Source: an optimization exercise on an open RTL-to-GDS flow (aim: small area, a short achievable clock period and few clock cycles). Production flows keep margins and buffers that such runs may drop.
RTL that was checked went through simulation tests only; none was proved equivalent to the original.
No activity file was given, so power comes from the tool's default toggle rates.

==> run P: inputs <==
==> flow/design.v (excerpt) <==
module blcore (
    input  wire        clk,
    input  wire        rst,
    input  wire        req,
    input  wire        we,
    input  wire [10:0] addr,
    input  wire [31:0] wdata,
    output wire        ack,
    output wire        berr,
    output wire [31:0] rdata
);
==> flow/config.mk <==
export PLATFORM = sky130hd
export DESIGN_NAME = blcore
export DESIGN_NICKNAME = blcore
export VERILOG_FILES = /design/flow/design.v
export SDC_FILE = /design/flow/constraint.sdc
export NUM_CORES = 8
export LEC_CHECK = 0
export CAP_MARGIN = 20
export CORE_MARGIN = 2
export CORE_UTILIZATION = 55
export SLEW_MARGIN = 20
==> flow/constraint.sdc <==
create_clock -name core_clock -period 17.5 [get_ports {clk}]
set_input_delay 3.5000 -clock core_clock [delete_from_list [all_inputs] [get_ports {clk}]]
set_output_delay 3.5000 -clock core_clock [all_outputs]
set_load 0.01 [all_outputs]
standard.sh (not shown) runs the stock make flow with config.mk's settings and CLKGATE_MAP_FILE= SYNTH_SCRIPT=/design/flow/synth_recipe.tcl, a recipe that flattens the netlist after the stock synthesis.
==> flow/flow/run.sh <==
#!/bin/bash
# Standard ORFS layout (the standard.sh, unchanged synthesis) with:
# - timing repair (floorplan, CTS, global route) aimed below the clock
#   period: repair_timing works towards setup slack SETUP_SLACK_MARGIN ns
#   at the design's clock;
# - port buffers of a plain buffer cell (buffer_ports -buffer_cell) instead of
#   the default pick, a delay cell; every port is still buffered;
# - clock tree sinks clustered into larger groups and no dummy loads.
# The SDC and every other step are the standard ones. make's output goes to
# flow_make.log; each ORFS step keeps its own log under orfs/logs.
set -euo pipefail
MARGIN=$(cat flow/margin.txt)
CTS=$(cat flow/cts_args.txt)
bash standard.sh "SETUP_SLACK_MARGIN=$MARGIN" "CTS_ARGS=$CTS" \
    "BUFFER_PORTS_ARGS=-buffer_cell sky130_fd_sc_hd__buf_4" finish > flow_make.log 2>&1
==> flow/flow/cts_args.txt <==
-sink_clustering_enable -repair_clock_nets -sink_clustering_size 25 -sink_clustering_max_diameter 70 -dont_use_dummy_load
==> flow/flow/margin.txt <==
10.5
==> run Y: changes against run P <==
--- a/flow/design.v
+++ b/flow/design.v
@@ -38,11 +38,11 @@
     reg [2:0]  sym_v;            
     reg [2047:0] tab;            
     reg        ph1;              
     reg        ph2;              
     reg [10:0] addr_q;
-    reg [31:0] rdq;
+    reg [7:0]  rdq;              
     reg        berr_q;
     reg        p_rev, p_dec, p_xdec, p_pack, p_unpack, p_enc;
     reg        pend;             
     reg        pw16;             
     reg [18:0] enc_x;            
@@ -103,34 +103,30 @@
         begin
             for (k = 0; k < 8; k = k + 1)
                 rev8[k] = x[7 - k];
         end
     endfunction
-    wire       go      = req && !rst;
-    wire       lo0     = (addr[1:0] == 2'b00);
-    wire [2:0] ar      = addr[4:2];
-    wire hi0     = (addr[9:5] == 5'h00);
-    wire rd_ok   = (ar == 3'd1) || (!pend && (ar == 3'd5 || ar == 3'd6));
-    wire fast_rd = !we && lo0 && !addr[10] && hi0 && rd_ok;
-    wire fast_wr = we && lo0 && !pend && (addr[10] || (hi0 && ar != 3'd7));
-    wire fast    = fast_rd || fast_wr;
-    assign ack  = go && (ph2 || (fast && !ph1));
+    wire ack_i;
+    blcore_ack u_ack (.req(req), .rst(rst), .we(we), .addr(addr), .pend(pend),
+                      .ph1(ph1), .ph2(ph2), .ack(ack));
+    blcore_ack u_ack_i (.req(req), .rst(rst), .we(we), .addr(addr), .pend(pend),
+                        .ph1(ph1), .ph2(ph2), .ack(ack_i));
     assign berr = berr_q;
-    assign rdata = ph2 ? rdq
-                 : (!addr[4] ? {26'h0, st_sticky, 1'b0, st_err}
-                 : (!addr[3] ? {7'h0, res} : {8'h0, sym_rd}));
+    blcore_rdmux u_rdmux (.a4(addr[4]), .a3(addr[3]), .ph2(ph2), .slow(slow_rd),
+                          .status({st_sticky, 1'b0, st_err}), .res(res),
+                          .sym(sym_rd), .rdata(rdata));
     function mapped_f;
         input [10:0] a;
         begin
             mapped_f = (a[1:0] == 2'b00) &&
                        (a[10] || (a == A_CFG) || (a == A_STATUS) || (a == A_CMD) ||
                         (a == A_OPA) || (a == A_OPB) || (a == A_RES) ||
                         (a == A_SYM) || (a == A_ERRPOS));
         end
     endfunction
     wire mapped   = mapped_f(addr);
-    wire do_write = ack && we && mapped;
+    wire do_write = ack_i && we && mapped;
     wire do_cmd   = do_write && (addr == A_CMD);
     wire [7:0] tsel    = ph1 ? addr_q[9:2] : opa[7:0];
     wire [15:0] tsel_lo, tsel_hi;
     wire [7:0]  tab_rd;
     genvar g, h, b;
@@ -209,37 +205,10 @@
     end
     wire cmd_run    = do_cmd && (illegal || !o_nop);
     wire cmd_ok     = do_cmd && !illegal && (c_err == E_NONE);
     wire cmd_clrerr = !illegal && o_clrerr;
     wire [15:0] rev_opa_c = w16 ? rev16(opa[15:0]) : {8'h0, rev8(opa[7:0])};
-    wire [18:0] dec_v16_r0 = {12'd0, i0[6:0]};
-    wire [18:0] dec_v16_r1 = ~({8'd0, i0[6:0], 4'd0});
-    wire [18:0] dec_v16_r2 = ~({6'd0, i0[6:0], 6'd0});
-    wire [18:0] dec_v16_r3 = {2'd0, i0[6:0], 10'd0};
-    wire [18:0] dec_v16_r4 = {i0[6:0], 12'd0};
-    wire [18:0] dec_v16_r5 = ~({12'd0, i1[6:0]});
-    wire [18:0] dec_v16_r6 = {9'd0, i1[6:0], 3'd0};
-    wire [18:0] dec_v16_r7 = {6'd0, i1[6:0], 6'd0};
-    wire [18:0] dec_v16_r8 = {12'd0, i2[6:0]};
-    wire [18:0] dec_v16_k = 19'd3;
-    wire [18:0] dec_v16_s0_0 = dec_v16_r0 ^ dec_v16_r1 ^ dec_v16_r2;
-    wire [18:0] dec_v16_c0_0 = {((dec_v16_r0[17:0] & dec_v16_r1[17:0]) | (dec_v16_r0[17:0] & dec_v16_r2[17:0]) | (dec_v16_r1[17:0] & dec_v16_r2[17:0])), 1'b0};
-    wire [18:0] dec_v16_s0_1 = dec_v16_r3 ^ dec_v16_r4 ^ dec_v16_r5;
-    wire [18:0] dec_v16_c0_1 = {((dec_v16_r3[17:0] & dec_v16_r4[17:0]) | (dec_v16_r3[17:0] & dec_v16_r5[17:0]) | (dec_v16_r4[17:0] & dec_v16_r5[17:0])), 1'b0};
-    wire [18:0] dec_v16_s0_2 = dec_v16_r6 ^ dec_v16_r7 ^ dec_v16_r8;
-    wire [18:0] dec_v16_c0_2 = {((dec_v16_r6[17:0] & dec_v16_r7[17:0]) | (dec_v16_r6[17:0] & dec_v16_r8[17:0]) | (dec_v16_r7[17:0] & dec_v16_r8[17:0])), 1'b0};
-    wire [18:0] dec_v16_s1_0 = dec_v16_s0_0 ^ dec_v16_c0_0 ^ dec_v16_s0_1;
-    wire [18:0] dec_v16_c1_0 = {((dec_v16_s0_0[17:0] & dec_v16_c0_0[17:0]) | (dec_v16_s0_0[17:0] & dec_v16_s0_1[17:0]) | (dec_v16_c0_0[17:0] & dec_v16_s0_1[17:0])), 1'b0};
-    wire [18:0] dec_v16_s1_1 = dec_v16_c0_1 ^ dec_v16_s0_2 ^ dec_v16_c0_2;
-    wire [18:0] dec_v16_c1_1 = {((dec_v16_c0_1[17:0] & dec_v16_s0_2[17:0]) | (dec_v16_c0_1[17:0] & dec_v16_c0_2[17:0]) | (dec_v16_s0_2[17:0] & dec_v16_c0_2[17:0])), 1'b0};
-    wire [18:0] dec_v16_s2_0 = dec_v16_s1_0 ^ dec_v16_c1_0 ^ dec_v16_s1_1;
-    wire [18:0] dec_v16_c2_0 = {((dec_v16_s1_0[17:0] & dec_v16_c1_0[17:0]) | (dec_v16_s1_0[17:0] & dec_v16_s1_1[17:0]) | (dec_v16_c1_0[17:0] & dec_v16_s1_1[17:0])), 1'b0};
-    wire [18:0] dec_v16_s3_0 = dec_v16_s2_0 ^ dec_v16_c2_0 ^ dec_v16_c1_1;
-    wire [18:0] dec_v16_c3_0 = {((dec_v16_s2_0[17:0] & dec_v16_c2_0[17:0]) | (dec_v16_s2_0[17:0] & dec_v16_c1_1[17:0]) | (dec_v16_c2_0[17:0] & dec_v16_c1_1[17:0])), 1'b0};
-    wire [18:0] dec_v16_s4_0 = dec_v16_s3_0 ^ dec_v16_c3_0 ^ dec_v16_k;
-    wire [18:0] dec_v16_c4_0 = {((dec_v16_s3_0[17:0] & dec_v16_c3_0[17:0]) | (dec_v16_s3_0[17:0] & dec_v16_k[17:0]) | (dec_v16_c3_0[17:0] & dec_v16_k[17:0])), 1'b0};
-    wire [18:0] dec_v16 = dec_v16_s4_0 + dec_v16_c4_0;
     wire [12:0] dec_v8_r0 = ~({6'd0, i0[6:0]});
     wire [12:0] dec_v8_r1 = {3'd0, i0[6:0], 3'd0};
     wire [12:0] dec_v8_r2 = {i0[6:0], 6'd0};
     wire [12:0] dec_v8_r3 = {6'd0, i1[6:0]};
     wire [12:0] dec_v8_k = 13'd1;
@@ -248,10 +217,22 @@
     wire [12:0] dec_v8_s1_0 = dec_v8_s0_0 ^ dec_v8_c0_0 ^ dec_v8_r3;
     wire [12:0] dec_v8_c1_0 = {((dec_v8_s0_0[11:0] & dec_v8_c0_0[11:0]) | (dec_v8_s0_0[11:0] & dec_v8_r3[11:0]) | (dec_v8_c0_0[11:0] & dec_v8_r3[11:0])), 1'b0};
     wire [12:0] dec_v8_s2_0 = dec_v8_s1_0 ^ dec_v8_c1_0 ^ dec_v8_k;
     wire [12:0] dec_v8_c2_0 = {((dec_v8_s1_0[11:0] & dec_v8_c1_0[11:0]) | (dec_v8_s1_0[11:0] & dec_v8_k[11:0]) | (dec_v8_c1_0[11:0] & dec_v8_k[11:0])), 1'b0};
     wire [12:0] dec_v8 = dec_v8_s2_0 + dec_v8_c2_0;
+    wire [18:0] dec_v16_r0 = ~({6'd0, dec_v8[12:0]});
+    wire [18:0] dec_v16_r1 = {3'd0, dec_v8[12:0], 3'd0};
+    wire [18:0] dec_v16_r2 = {dec_v8[12:0], 6'd0};
+    wire [18:0] dec_v16_r3 = {12'd0, i2[6:0]};
+    wire [18:0] dec_v16_k = 19'd1;
+    wire [18:0] dec_v16_s0_0 = dec_v16_r0 ^ dec_v16_r1 ^ dec_v16_r2;
+    wire [18:0] dec_v16_c0_0 = {((dec_v16_r0[17:0] & dec_v16_r1[17:0]) | (dec_v16_r0[17:0] & dec_v16_r2[17:0]) | (dec_v16_r1[17:0] & dec_v16_r2[17:0])), 1'b0};
+    wire [18:0] dec_v16_s1_0 = dec_v16_s0_0 ^ dec_v16_c0_0 ^ dec_v16_r3;
+    wire [18:0] dec_v16_c1_0 = {((dec_v16_s0_0[17:0] & dec_v16_c0_0[17:0]) | (dec_v16_s0_0[17:0] & dec_v16_r3[17:0]) | (dec_v16_c0_0[17:0] & dec_v16_r3[17:0])), 1'b0};
+    wire [18:0] dec_v16_s2_0 = dec_v16_s1_0 ^ dec_v16_c1_0 ^ dec_v16_k;
+    wire [18:0] dec_v16_c2_0 = {((dec_v16_s1_0[17:0] & dec_v16_c1_0[17:0]) | (dec_v16_s1_0[17:0] & dec_v16_k[17:0]) | (dec_v16_c1_0[17:0] & dec_v16_k[17:0])), 1'b0};
+    wire [18:0] dec_v16 = dec_v16_s2_0 + dec_v16_c2_0;
     wire [18:0] dec_val = pw16 ? dec_v16 : {6'h0, dec_v8};
     wire [15:0] rev_dec = pw16 ? rev16(dec_v16[15:0]) : {8'h0, rev8(dec_v8[7:0])};
     wire [15:0] rev_opa = pw16 ? rev16(opa[15:0]) : {8'h0, rev8(opa[7:0])};
     wire [15:0] pack_word = pw16 ? {{3{cfg_profile}}, opb[5:0], tab_rd[6:0]}
                                  : {8'h00, opb[0], tab_rd[6:0]};
@@ -387,11 +368,11 @@
                           swi0[7] ? {1'b0, swi0[6:0]} : wdata[7:0]};
     reg [31:0] slow_rd;
     always @(*) begin
         slow_rd = 32'h0;
         if (addr_q[10])
-            slow_rd = {24'h0, tab_rd};
+            slow_rd = {24'h0, rdq};
         else begin
             case (addr_q)
                 A_CFG:    slow_rd = {16'h0, cfg_fallback, 2'b00, cfg_gate, cfg_profile, cfg_mode};
                 A_STATUS: slow_rd = {26'h0, st_sticky, 1'b0, st_err};
                 A_OPA:    slow_rd = opa;
@@ -403,19 +384,19 @@
             endcase
         end
     end
     always @(posedge clk) begin
         addr_q <= addr;
-        if (rst || !req || ack) begin
+        if (rst || !req || ack_i) begin
             ph1 <= 1'b0;
             ph2 <= 1'b0;
         end else begin
             ph1 <= !ph1 && !ph2;
             ph2 <= ph1;
         end
         if (ph1) begin
-            rdq    <= slow_rd;
+            rdq    <= tab_rd;
             berr_q <= !mapped_f(addr_q);
         end else begin
             berr_q <= 1'b0;
         end
     end
@@ -495,5 +476,37 @@
             pw16  <= w16;
             enc_x <= o_xenc ? {3'b000, rev_opa_c} : opa[18:0];
         end
     end
 endmodule
+module blcore_ack (
+    input  wire        req,
+    input  wire        rst,
+    input  wire        we,
+    input  wire [10:0] addr,
+    input  wire        pend,
+    input  wire        ph1,
+    input  wire        ph2,
+    output wire        ack
+);
+    wire       lo0     = (addr[1:0] == 2'b00);
+    wire [2:0] ar      = addr[4:2];
+    wire       hi0     = (addr[9:5] == 5'h00);
+    wire       rd_ok   = (ar == 3'd1) || (!pend && (ar == 3'd5 || ar == 3'd6));
+    wire       fast_rd = !we && lo0 && !addr[10] && hi0 && rd_ok;
+    wire       fast_wr = we && lo0 && !pend && (addr[10] || (hi0 && ar != 3'd7));
+    wire       fast    = fast_rd || fast_wr;
+    assign ack = req && !rst && (ph2 || (fast && !ph1));
+endmodule
+module blcore_rdmux (
+    input  wire        a4,
+    input  wire        a3,
+    input  wire        ph2,
+    input  wire [31:0] slow,
+    input  wire [5:0]  status,
+    input  wire [24:0] res,
+    input  wire [23:0] sym,
+    output wire [31:0] rdata
+);
+    assign rdata = ph2 ? slow
+                 : (!a4 ? {26'h0, status} : (!a3 ? {7'h0, res} : {8'h0, sym}));
+endmodule
==> flow/flow/run.sh (replaced) <==
#!/bin/bash
# Standard ORFS layout (the standard.sh, unchanged synthesis) with:
# - timing repair (floorplan, CTS, global route) aimed below the clock
#   period: repair_timing works towards setup slack SETUP_SLACK_MARGIN ns
#   at the design's clock, and may resize a cell to any cell of the same
#   function (MATCH_CELL_FOOTPRINT=0), not only one of the same footprint;
# - port buffers of a plain buffer cell (buffer_ports -buffer_cell) instead of
#   the default pick, a delay cell; every port is still buffered;
# - clock tree sinks clustered into larger groups and no dummy loads.
# The SDC and every other step are the standard ones. make's output goes to
# flow_make.log; each ORFS step keeps its own log under orfs/logs.
set -euo pipefail
MARGIN=$(cat flow/margin.txt)
CTS=$(cat flow/cts_args.txt)
bash standard.sh "SETUP_SLACK_MARGIN=$MARGIN" "CTS_ARGS=$CTS" MATCH_CELL_FOOTPRINT=0 \
    "BUFFER_PORTS_ARGS=-buffer_cell sky130_fd_sc_hd__buf_4" finish > flow_make.log 2>&1
==> flow/flow/margin.txt (replaced) <==
9.7
- CORE_UTILIZATION: 55 -> 62
- PLACE_DENSITY: not set -> 0.7
- SYNTH_HIERARCHICAL: not set -> 1
==> run B: changes against run P <==
--- a/flow/design.v
+++ b/flow/design.v
@@ -106,15 +106,16 @@
         end
     endfunction
     wire       go      = req && !rst;
     wire       lo0     = (addr[1:0] == 2'b00);
     wire [2:0] ar      = addr[4:2];
-    wire hi0     = (addr[9:5] == 5'h00);
-    wire rd_ok   = (ar == 3'd1) || (!pend && (ar == 3'd5 || ar == 3'd6));
-    wire fast_rd = !we && lo0 && !addr[10] && hi0 && rd_ok;
-    wire fast_wr = we && lo0 && !pend && (addr[10] || (hi0 && ar != 3'd7));
-    wire fast    = fast_rd || fast_wr;
+    wire       in_regs = lo0 && (addr[10:5] == 6'h00);
+    wire fast_rd = !we && in_regs && (ar == 3'd1 || ar == 3'd5 || ar == 3'd6);
+    wire fast_wr = we && lo0 && (addr[10] ||
+                   (addr[9:5] == 5'h00 && (ar == 3'd0 || ar == 3'd2 || ar == 3'd3 ||
+                                           ar == 3'd4 || ar == 3'd6)));
+    wire fast     = pend ? (fast_rd && !addr[4]) : (fast_rd || fast_wr);
     assign ack  = go && (ph2 || (fast && !ph1));
     assign berr = berr_q;
     assign rdata = ph2 ? rdq
                  : (!addr[4] ? {26'h0, st_sticky, 1'b0, st_err}
                  : (!addr[3] ? {7'h0, res} : {8'h0, sym_rd}));
@@ -129,30 +130,11 @@
     endfunction
     wire mapped   = mapped_f(addr);
     wire do_write = ack && we && mapped;
     wire do_cmd   = do_write && (addr == A_CMD);
     wire [7:0] tsel    = ph1 ? addr_q[9:2] : opa[7:0];
-    wire [15:0] tsel_lo, tsel_hi;
-    wire [7:0]  tab_rd;
-    genvar g, h, b;
-    generate
-        for (g = 0; g < 16; g = g + 1) begin : g_tdec
-            assign tsel_lo[g] = (tsel[3:0] == g);
-            assign tsel_hi[g] = (tsel[7:4] == g);
-        end
-        for (b = 0; b < 8; b = b + 1) begin : g_trd
-            wire [15:0] grp;
-            for (h = 0; h < 16; h = h + 1) begin : g_grp
-                wire [15:0] col;
-                for (g = 0; g < 16; g = g + 1) begin : g_col
-                    assign col[g] = tab[8*(16*h+g)+b] & tsel_lo[g];
-                end
-                assign grp[h] = (|col) & tsel_hi[h];
-            end
-            assign tab_rd[b] = |grp;
-        end
-    endgenerate
+    wire [7:0] tab_rd  = tab[8*tsel +: 8];
     wire [7:0] op      = wdata[7:0];
     wire [1:0] wsel    = wdata[9:8];
     wire       rsv_bad = (wdata[31:10] != 22'h0) || (wsel == 2'b11);
     wire       op_ok   = (op[7:3] == 5'h00) || (op == 8'h0F);
     wire       illegal = rsv_bad || !op_ok;
@@ -254,10 +236,11 @@
     wire [15:0] rev_dec = pw16 ? rev16(dec_v16[15:0]) : {8'h0, rev8(dec_v8[7:0])};
     wire [15:0] rev_opa = pw16 ? rev16(opa[15:0]) : {8'h0, rev8(opa[7:0])};
     wire [15:0] pack_word = pw16 ? {{3{cfg_profile}}, opb[5:0], tab_rd[6:0]}
                                  : {8'h00, opb[0], tab_rd[6:0]};
     wire [255:0] hit;
+    genvar g;
     generate
         for (g = 0; g < 256; g = g + 1) begin : g_hit
             assign hit[g] = tab[8*g+7] && (tab[8*g +: 7] == opa[6:0]);
         end
     endgenerate
==> flow/run.sh (new file) <==
#!/bin/bash
# synth_recipe.tcl (not shown) runs the flow's synth.tcl, then flattens the netlist and writes it again
# the make line also repeats each setting of config.mk as NAME=value (left out here)
make -C /OpenROAD-flow-scripts/flow DESIGN_CONFIG=/design/flow/config.mk WORK_HOME=/design/flow/orfs CLKGATE_MAP_FILE= SYNTH_SCRIPT=/design/flow/synth_recipe.tcl finish
- CORE_UTILIZATION: 55 -> 50
- SETUP_SLACK_MARGIN: not set -> 5
removed: flow/flow/run.sh
removed: flow/flow/cts_args.txt
removed: flow/flow/margin.txt
removed: flow/standard.sh
==> run K: changes against run P <==
==> flow/flow/run.sh (replaced) <==
#!/bin/bash
# Standard ORFS layout (the standard.sh, unchanged synthesis) with:
# - timing repair (floorplan, CTS, global route) aimed below the clock
#   period: repair_timing works towards setup slack SETUP_SLACK_MARGIN ns
#   at the design's clock;
# - clock tree sinks clustered into larger groups and no dummy loads.
# The SDC and every other step are the standard ones. make's output goes to
# flow_make.log; each ORFS step keeps its own log under orfs/logs.
set -euo pipefail
MARGIN=$(cat flow/margin.txt)
CTS=$(cat flow/cts_args.txt)
bash standard.sh "SETUP_SLACK_MARGIN=$MARGIN" "CTS_ARGS=$CTS" finish > flow_make.log 2>&1
==> flow/flow/cts_args.txt (replaced) <==
-sink_clustering_enable -repair_clock_nets -sink_clustering_size 20 -sink_clustering_max_diameter 60 -dont_use_dummy_load
==> notes <==
Wire length: run B < run Y < run P < run K. In run B the clock skew is lower than in run P, by 0.0040 ns. Against run Y, the core utilization of run K is lower by 5.8 points. In run B the register-to-register slack is worse than in run P, by 1.2 ns. Final cell count: run Y < run P < run K < run B. Clock power: run B > run K > run P > run Y. Combinational power: run B is larger than run Y (about 26%). The highest power belongs to run B, the lowest to run Y.
==> figures <==
| metric | run Y | run K | run B | run P |
|---|---|---|---|---|
| Critical R2R Capture | res[5]$_SDFFE_PP0P_ | sym[14]$_SDFF_PP0_ | sym[22]$_SDFF_PP0_ | res[18]$_SDFFE_PP0P_ |
| Core Rows | 164 | 174 | 188 | 174 |
| Avg Cell Area, Syn | 11.9 sq um | 12.0 sq um | 11.9 sq um | 12.0 sq um |
| Count of warnings emitted by yosys | 7 | 1 | 1 | 1 |
| Non-clock inverter total of the final layout | 362 | 378 | 463 | 378 |
| Maximum frequency from static timing analysis | 125 MHz | 118 MHz | 101 MHz | 119 MHz |
| Number of enable-type register cells in the synthesized netlist | 2076 | 2100 | 2100 | 2100 |
| Comb power frac | 0.105 | 0.107 | 0.108 | 0.109 |
| Share of the synthesized area in the top cell type | 0.503 | 0.507 | 0.480 | 0.507 |
| Post-DR vias/cell | 7.68 | 7.33 | 6.62 | 7.32 |
| Number of tap instances | 2656 | 2992 | 3515 | 2992 |
| # clk buffers | 137 | 176 | 288 | 149 |
| WHS Endpoint | cfg_gate[2]$_SDFFE_PP0P_ | ep_pos[1]$_SDFFE_PP0P_ | opb[25]$_SDFFE_PP0P_ | ep_pos[1]$_SDFFE_PP0P_ |
| Antenna violations before repair | 39 | 41 | 23 | 37 |
| Multi-input logic portion of the cell area | 0.408 | 0.402 | 0.418 | 0.406 |
| Power per unit of standard cell area | 84.0 mW/mm^2 | 86.4 mW/mm^2 | 93.5 mW/mm^2 | 84.7 mW/mm^2 |
| Worst-margin pin slew | 1.44 ns | 1.40 ns | 1.31 ns | 1.39 ns |
| Status | no timing/DRC/antenna violations | no timing/DRC/antenna violations | no timing/DRC/antenna violations | no timing/DRC/antenna violations |
Testbench counts of run Y, summed over its fixed seeds: cycles 56,088.
Testbench counts of run B, summed over its fixed seeds: cycles 56,088.
Only the layout flow was run in run P and run K; the RTL was not checked for function there.

## static timing again, ports no longer ideal
The results above use ideal ports. As a check the final layouts listed here were re-extracted and re-timed, cells and wires unchanged. Step 1 sets driving cells, clkbuf_16 on the clock port and buf_2 on the other inputs (assumed; they add their load-dependent delay and slew). Step 2 adds t to the input delays and takes it off the output delays; t is the mean of the earliest and latest rising clock arrival at the registers after step 1. Input paths then give back, and output paths get back, about the clock's delay inside the block. Three values: no drivers, after step 1, after step 2; two values: the first two.
| run | t, ns | slack for setup (ns) | worst hold slack (ns) | latest minus earliest clock arrival (ns) |
|---|---|---|---|---|
| run P | 0.922 | 9.119 / 9.024 / 9.024 | 0.456 / 0.456 / 0.456 | 0.126 / 0.126 |
| run Y | 0.934 | 9.492 / 9.271 / 9.271 | 0.463 / 0.463 / 0.463 | 0.088 / 0.088 |
| run B | 1.015 | 7.584 / 7.513 / 7.513 | 0.475 / 0.475 / 0.475 | 0.095 / 0.095 |
| run K | 0.912 | 9.057 / 8.970 / 8.970 | 0.468 / 0.468 / 0.468 | 0.166 / 0.166 |
After both steps every run listed still meets setup and hold. The setup slack of run Y, which loses most, moves by -0.221 ns with the drivers and by -0.221 ns with both steps.
